What follows belongs to an exercise in optimizing a design on an open flow for small area, a short achievable clock period and few clock cycles; a production flow would make more cautious choices.
Only the layout flow was run in this run; the RTL was not checked for function there.
Power is estimated from default activity; no workload was simulated.

$ cat constraint.sdc
create_clock -name core_clock -period 5.0 [get_ports {clk}]
set_input_delay 1.0000 -clock core_clock [delete_from_list [all_inputs] [get_ports {clk}]]
set_output_delay 1.0000 -clock core_clock [all_outputs]
set_load 0.01 [all_outputs]
$ cat config.mk
export PLATFORM = sky130hd
export DESIGN_NAME = rob_unit
export DESIGN_NICKNAME = rob_unit
export VERILOG_FILES = /design/flow/design.v
export SDC_FILE = /design/flow/constraint.sdc
export NUM_CORES = 4
export LEC_CHECK = 0
export CAP_MARGIN = 20
export CORE_MARGIN = 2
export CORE_UTILIZATION = 40
export PLACE_DENSITY = 0.6
export SLEW_MARGIN = 20
$ cat run.sh
#!/bin/bash
# synth_recipe.tcl (not shown) runs the flow's synth.tcl, then flattens the netlist and writes it again
# the make line also repeats each setting of config.mk as NAME=value (left out here)
make -C /OpenROAD-flow-scripts/flow DESIGN_CONFIG=/design/flow/config.mk WORK_HOME=/design/flow/orfs CLKGATE_MAP_FILE= SYNTH_SCRIPT=/design/flow/synth_recipe.tcl finish
$ cat design.v
module rob_unit #(
    parameter MAX_CAP = 16
) (
    input  wire         clk,
    input  wire         rst,           
    input  wire [31:0]  cfg_rob_cap,   
    input  wire         cmd_valid,
    output wire         cmd_ready,
    input  wire [189:0] cmd,
    output reg          rsp_valid,
    output reg          rsp_ok,
    output reg  [185:0] rsp_val
);
    localparam PW = $clog2(MAX_CAP);
    localparam [3:0] OP_CHECK_SPACE = 4'h4;
    localparam [3:0] OP_INSERT      = 4'h5;
    localparam [3:0] OP_MARK_EXEC   = 4'h6;
    localparam [3:0] OP_MARK_READY  = 4'h7;
    localparam [3:0] OP_CHECK_READY = 4'h8;
    localparam [3:0] OP_CHECK_HEAD  = 4'h9;
    localparam [3:0] OP_WAKEUP      = 4'hA;
    localparam [3:0] OP_REMOVE_HEAD = 4'hB;
    localparam [3:0] OP_RD_STAT     = 4'hC;
    localparam [7:0] CSR_CFG_ROB_CAP = 8'h04;
    localparam [7:0] CSR_ROB_HEAD    = 8'h25;
    localparam [7:0] CSR_ROB_TAIL    = 8'h26;
    localparam [31:0] TAG_NONE = 32'hFFFF_FFFF;
    localparam S1_RDY = 72;
    localparam S1_TAG = 73;    
    localparam S2_RDY = 113;
    localparam S2_TAG = 114;   
    localparam D_TAG  = 154;   
    reg [PW:0]    rob_cap;
    reg [PW-1:0]  rob_head;
    reg [PW-1:0]  rob_tail;
    reg [MAX_CAP-1:0] ent_valid;
    reg [MAX_CAP-1:0] ent_exec;
    reg [MAX_CAP-1:0] ent_ready;
    reg [185:0]       ent_inst [0:MAX_CAP-1];
    reg          busy;
    reg          exec_now;
    reg [189:0]  cmd_q;
    assign cmd_ready = ~busy;
    wire [3:0]   opcode = cmd_q[3:0];
    wire [185:0] inst   = cmd_q[189:4];
    wire [31:0]  tag_t  = cmd_q[35:4];         
    wire [31:0]  tag_i  = inst[D_TAG +: 32];   
    wire [7:0]   csr    = cmd_q[11:4];
    wire [PW-1:0] tail_next = (rob_tail == rob_cap - 1'b1) ? {PW{1'b0}} : rob_tail + 1'b1;
    wire [PW-1:0] head_next = (rob_head == rob_cap - 1'b1) ? {PW{1'b0}} : rob_head + 1'b1;
    wire          tag_i_in_range = tag_i < {{(32-PW-1){1'b0}}, rob_cap};
    wire          tag_t_in_range = tag_t < {{(32-PW-1){1'b0}}, rob_cap};
    wire [PW-1:0] idx_i = tag_i[PW-1:0];
    wire [PW-1:0] idx_t = tag_t[PW-1:0];
    wire tail_free  = ~ent_valid[rob_tail];
    wire head_ready = ent_valid[rob_head] & ent_ready[rob_head];
    wire mark_hit   = tag_i_in_range & ent_valid[idx_i];
    integer k;
    always @(posedge clk) begin
        if (rst) begin
            rob_cap   <= cfg_rob_cap[PW:0];
            rob_head  <= {PW{1'b0}};
            rob_tail  <= {PW{1'b0}};
            ent_valid <= {MAX_CAP{1'b0}};
            ent_exec  <= {MAX_CAP{1'b0}};
            ent_ready <= {MAX_CAP{1'b0}};
            for (k = 0; k < MAX_CAP; k = k + 1)
                ent_inst[k] <= 186'd0;
            busy      <= 1'b0;
            exec_now  <= 1'b0;
            rsp_valid <= 1'b0;
            rsp_ok    <= 1'b0;
            rsp_val   <= 186'd0;
        end else begin
            rsp_valid <= 1'b0;
            if (cmd_valid && cmd_ready) begin
                cmd_q    <= cmd;
                busy     <= 1'b1;
                exec_now <= 1'b1;
            end
            if (exec_now) begin
                exec_now  <= 1'b0;
                busy      <= 1'b0;
                rsp_valid <= 1'b1;
                rsp_ok    <= 1'b1;
                rsp_val   <= 186'd0;
                case (opcode)
                    OP_CHECK_SPACE: begin
                        rsp_val[0] <= tail_free;
                    end
                    OP_INSERT: begin
                        if (tail_free) begin
                            ent_inst[rob_tail] <= {{(32-PW){1'b0}}, rob_tail, inst[D_TAG-1:0]};
                            ent_valid[rob_tail] <= 1'b1;
                            ent_exec[rob_tail]  <= 1'b0;
                            ent_ready[rob_tail] <= 1'b0;
                            rob_tail <= tail_next;
                            rsp_val[31:0] <= {{(32-PW){1'b0}}, rob_tail};
                        end else begin
                            rsp_ok <= 1'b0;
                            rsp_val[31:0] <= TAG_NONE;
                        end
                    end
                    OP_MARK_EXEC: begin
                        if (mark_hit)
                            ent_exec[idx_i] <= 1'b1;
                        else
                            rsp_ok <= 1'b0;
                    end
                    OP_MARK_READY: begin
                        if (mark_hit)
                            ent_ready[idx_i] <= 1'b1;
                        else
                            rsp_ok <= 1'b0;
                    end
                    OP_CHECK_READY: begin
                        rsp_val[0] <= tag_t_in_range & ent_valid[idx_t] & ent_ready[idx_t];
                    end
                    OP_CHECK_HEAD: begin
                        rsp_val[0] <= head_ready;
                    end
                    OP_WAKEUP: begin
                        for (k = 0; k < MAX_CAP; k = k + 1) begin
                            if (ent_valid[k]) begin
                                if (ent_inst[k][S1_TAG +: 32] == tag_t)
                                    ent_inst[k][S1_RDY] <= 1'b1;
                                if (ent_inst[k][S2_TAG +: 32] == tag_t)
                                    ent_inst[k][S2_RDY] <= 1'b1;
                            end
                        end
                    end
                    OP_REMOVE_HEAD: begin
                        rsp_val <= ent_inst[rob_head];
                        if (head_ready) begin
                            ent_valid[rob_head] <= 1'b0;
                            ent_exec[rob_head]  <= 1'b0;
                            ent_ready[rob_head] <= 1'b0;
                            rob_head <= head_next;
                        end
                    end
                    OP_RD_STAT: begin
                        case (csr)
                            CSR_CFG_ROB_CAP: rsp_val[PW:0]   <= rob_cap;
                            CSR_ROB_HEAD:    rsp_val[PW-1:0] <= rob_head;
                            CSR_ROB_TAIL:    rsp_val[PW-1:0] <= rob_tail;
                            default:         rsp_ok <= 1'b0;
                        endcase
                    end
                    default: begin
                        rsp_ok <= 1'b0;
                    end
                endcase
            end
        end
    end
endmodule
==> run_results.csv <==
group,metric,value,unit
run_status,status,"no timing/DRC/antenna violations",
clock_network,insertion_delay,0.99,ns
power,p_total,55.5,mW
timing,tightest_slew,1.27,ns
synth,synth_cell_types,79,
drt,viasPerCell,6.05,
synth,ys_top_cells_by_area,"edfxtp_1 58%, mux4_2 13%, and2_1 8.1%",
min_path,hold_class,"reg2reg",
critical_path,cp.arrival,4.55,ns
critical_path,crit_path_end_kind,"flop",
synth,syn_inst,9273,
floorplanning,io_pins,414,
final_layout,fillCellCount,30056,
clock_network,cts.htree.levels,5,
timing,hold_viol,0,
synth,synth_edf_count,2705,
timing,clock_skew,0.0967,ns
timing,rsz0062_at_grt,"false",
drt,highest_layer,"met5",
timing,relSlewSlack,15.5,%
global_routing,grt_pass1_vias,84794,
min_path,hold_path_end,"busy",
synth,ys_ff_latch,2929,
global_routing,grt_max_degree,210,
drt,wl_met1,199000,um
final_layout,synthToLayoutAreaGrowth,14.5,%
final_layout,layout.nets,9615,
synth,ys_seq_area_share,61.4,%
global_routing,grt_first_pass_wirelength,702000,um
timing,period_share,79.0,%
synth,netlist_top_cells_count,"2705 x edfxtp_1, 1802 x and2_1, 839 x xnor2_1",
critical_path,r2r_end,"ent_inst[13][29]",
clock_network,cts_setup_buffers,0,
drt,wl_met2,233000,um
min_path,hold_depth,1,
global_routing,grtUsageTotal,28.4,%
global_routing,grt_overflow,0,
critical_path,setup.worst_path.start_class,"flop",
drt,first_pass_iters,6,
clock_network,clock_tree.buffer_depth,4,
floorplanning,start_util,40.3,%
placement,gp_congestion,0.977,
drt,ant_nets,0,
clock_network,cts_tree,"built",
critical_path,r2r_slack,1.05,ns
critical_path,path_max_fanout,45,
synth,yosysTopAreaCell,"edfxtp_1",
synth,synthesis.area,0.140,sq mm
final_layout,final_util,46.1,%
timing,slew_violations,0,
drt,num_vias,86177,
critical_path,ff2ff_path_depth,9,
power,p_leak,56.0,nW
clock_network,cts_buffers,333,
global_routing,antenna_found_initial,75,
critical_path,criticalPathCategory,"reg2reg",
clock_network,clk_root_buffer_cell,"clkbuf_16",
placement,io_buffers,358,
floorplanning,rows,216,
drt,wirelength,512000,um
floorplanning,chipHeight,595,um
timing,setup_viol,0,
synth,async_flop_share,0,%
synth,synth_top_area_share,58.2,%
floorplanning,die_area,0.354,sq mm
synth,synth_most_common_cell,"edfxtp_1",
floorplanning,dieWidth,595,um
critical_path,r2r-start,"rob_tail[1]",
drt,wl_per_cell,36.0,um
floorplanning,design.core.area,0.347,sq mm
critical_path,cp.required,5.60,ns
job,max_cap_viol_count,0,
synth,synth_top_flop_cell,"edfxtp_1",
timing,fmax,253,MHz
drt,wl_met3,52500,um
clock_network,clk_pin_slew,0.06,ns
drt,drc,0,
clock_network,cts_hold_buf,0,
clock_network,cts_resized,0,
clock_network,cts.sink_count,2929,
placement,place_hpwl,324000,um
synth,ys_warn_count,1,
min_path,worstHoldStart,"busy",
timing,fin_crit,3.95,ns
drt,drtIter0Drc,12932,
synth,syn_area_per_cell,15.1,sq um
power,max-vdd-ir-drop,0.260,mV
final_layout,drive_above_1_share,17.1,%
power,power_density,347,mW/mm^2
## per-stage QoR
stage          cell area [sq um]  TNS (ns)  instances  hold slack, ns  worst slack (ns)
2_1_floorplan             140000  -1541.65       9316           0.440             -1.44
3_3_place_gp              149000         0      13603           0.452             0.905
3_5_place_dp              149000         0      13607           0.464             0.915
4_1_cts                   160000         0      14220           0.477              1.05
5_1_grt                   160000         0      14226           0.494              1.00
6_report                  160000         0      14243           0.474              1.05
## layer usage
layer	GRT usage (%)	vias up
met2	44.0	5142
met3	5.71	918
met1	38.6	45226
met4	13.1	24
li1	-	34867
met5	0	-
## cells by family after synthesis
logic type                 count (synthesis)  synth area share (%)
AOI/OAI and AO/OA                        388                  2.11
xor gates and xnor gates                1035                  6.49
adders and majority gates                 24                 0.215
buffers and inverters                    973                  3.04
DFF                                     2929                  61.4
muxes                                    817                  13.1
other                                      1               0.00269
and+or+nand+nor                         3106                  13.7
## worst max-delay path, stage by stage, from the launching register on
cell     delay [ns]
dfxtp_1        0.33
buf_4          0.33
mux4_2         0.58
mux2i_4        0.31
nand4_4        0.28
buf_4          0.35
nor2_8         0.16
nor2_1         0.23
inv_8          0.63
buf_4          0.36
## final cells by class
type | instances | area, sq um | area share (%)
clock inverters | 175 | 1730 | 1.08
multi-input cells | 5414 | 50000 | 31.3
repair buffers | 652 | 7460 | 4.66
well taps | 4578 | 5730 | 3.58
flip-flops and latches | 2929 | 85700 | 53.6
diodes | 21 | 52.6 | 0.0329
clock buffers | 438 | 8990 | 5.62
inverters | 36 | 188 | 0.117
## worst max-delay path by stage
stage,startpoint,end,cells after the start
CTS,rob_tail[1],ent_inst[9][83],9
global placement,rst,ent_inst[9][58],9
floorplan,rst,ent_inst[1][0],5
detailed placement,rst,ent_inst[9][83],9
global route,rob_tail[1],ent_inst[13][22],9
finish,rob_tail[1],ent_inst[13][29],9
## cells in the final DEF (no fill, tap or decap), drive strengths merged, types with 21 or more instances in the layout
cell type,count
a211oi,24
a21oi,29
a22o,129
a22oi,32
and2,1802
and3,622
buf,295
clkbuf,438
clkdlybuf4s50,357
clkinv,134
conb,44
dfxtp,224
diode,21
edfxtp,2705
ha,24
inv,45
mux4,800
nand2,92
nand3,35
nand4,230
nor2,66
nor3,79
nor4,125
o21ai,69
xnor2,839
xor2,196
## power breakdown
| group | leakage [nW] | internal (mW) | switching (mW) |
|---|---|---|---|
| combinational | 21.3 | 1.03 | 1.99 |
| sequential | 29.5 | 27.5 | 0.619 |
| clock | 5.19 | 13.8 | 10.6 |
| total | 56.0 | 42.3 | 13.2 |
## flip-flops by register name (all words and copies together), names as in the netlist, named ones only
signal / cells
ent_inst: 2528
cmd_q: 190
rsp_val: 158
ent_ready: 16
ent_valid: 16
rob_cap: 5
rob_head: 4
rob_tail: 4
busy: 1
exec_now: 1
rsp_ok: 1
rsp_valid: 1

-- static timing again, ports no longer ideal --
No port has a modelled driver above. Below, the same layout with a new extraction and two added sets of constraints.
Step 1: set_driving_cell puts a clkbuf_16 on clk and a buf_2 on each other input, an assumption about the parent block.
Step 2 times the ports against the registers' clock, not the clock port: input delays grow and output delays shrink by t, the midpoint of the rising clock arrivals with the driver on.
a / b / c = ideal / step 1 / step 2; a / b = the first two.
shift t [ns]: 1.052
setup slack, ns: 1.051 / 1.051 / 0.919
latest minus earliest clock arrival (ns): 0.108 / 0.108
After both steps this run still meets setup and hold. For this run, drivers alone change the setup slack by 0.000 ns; drivers and shift together by -0.132 ns.
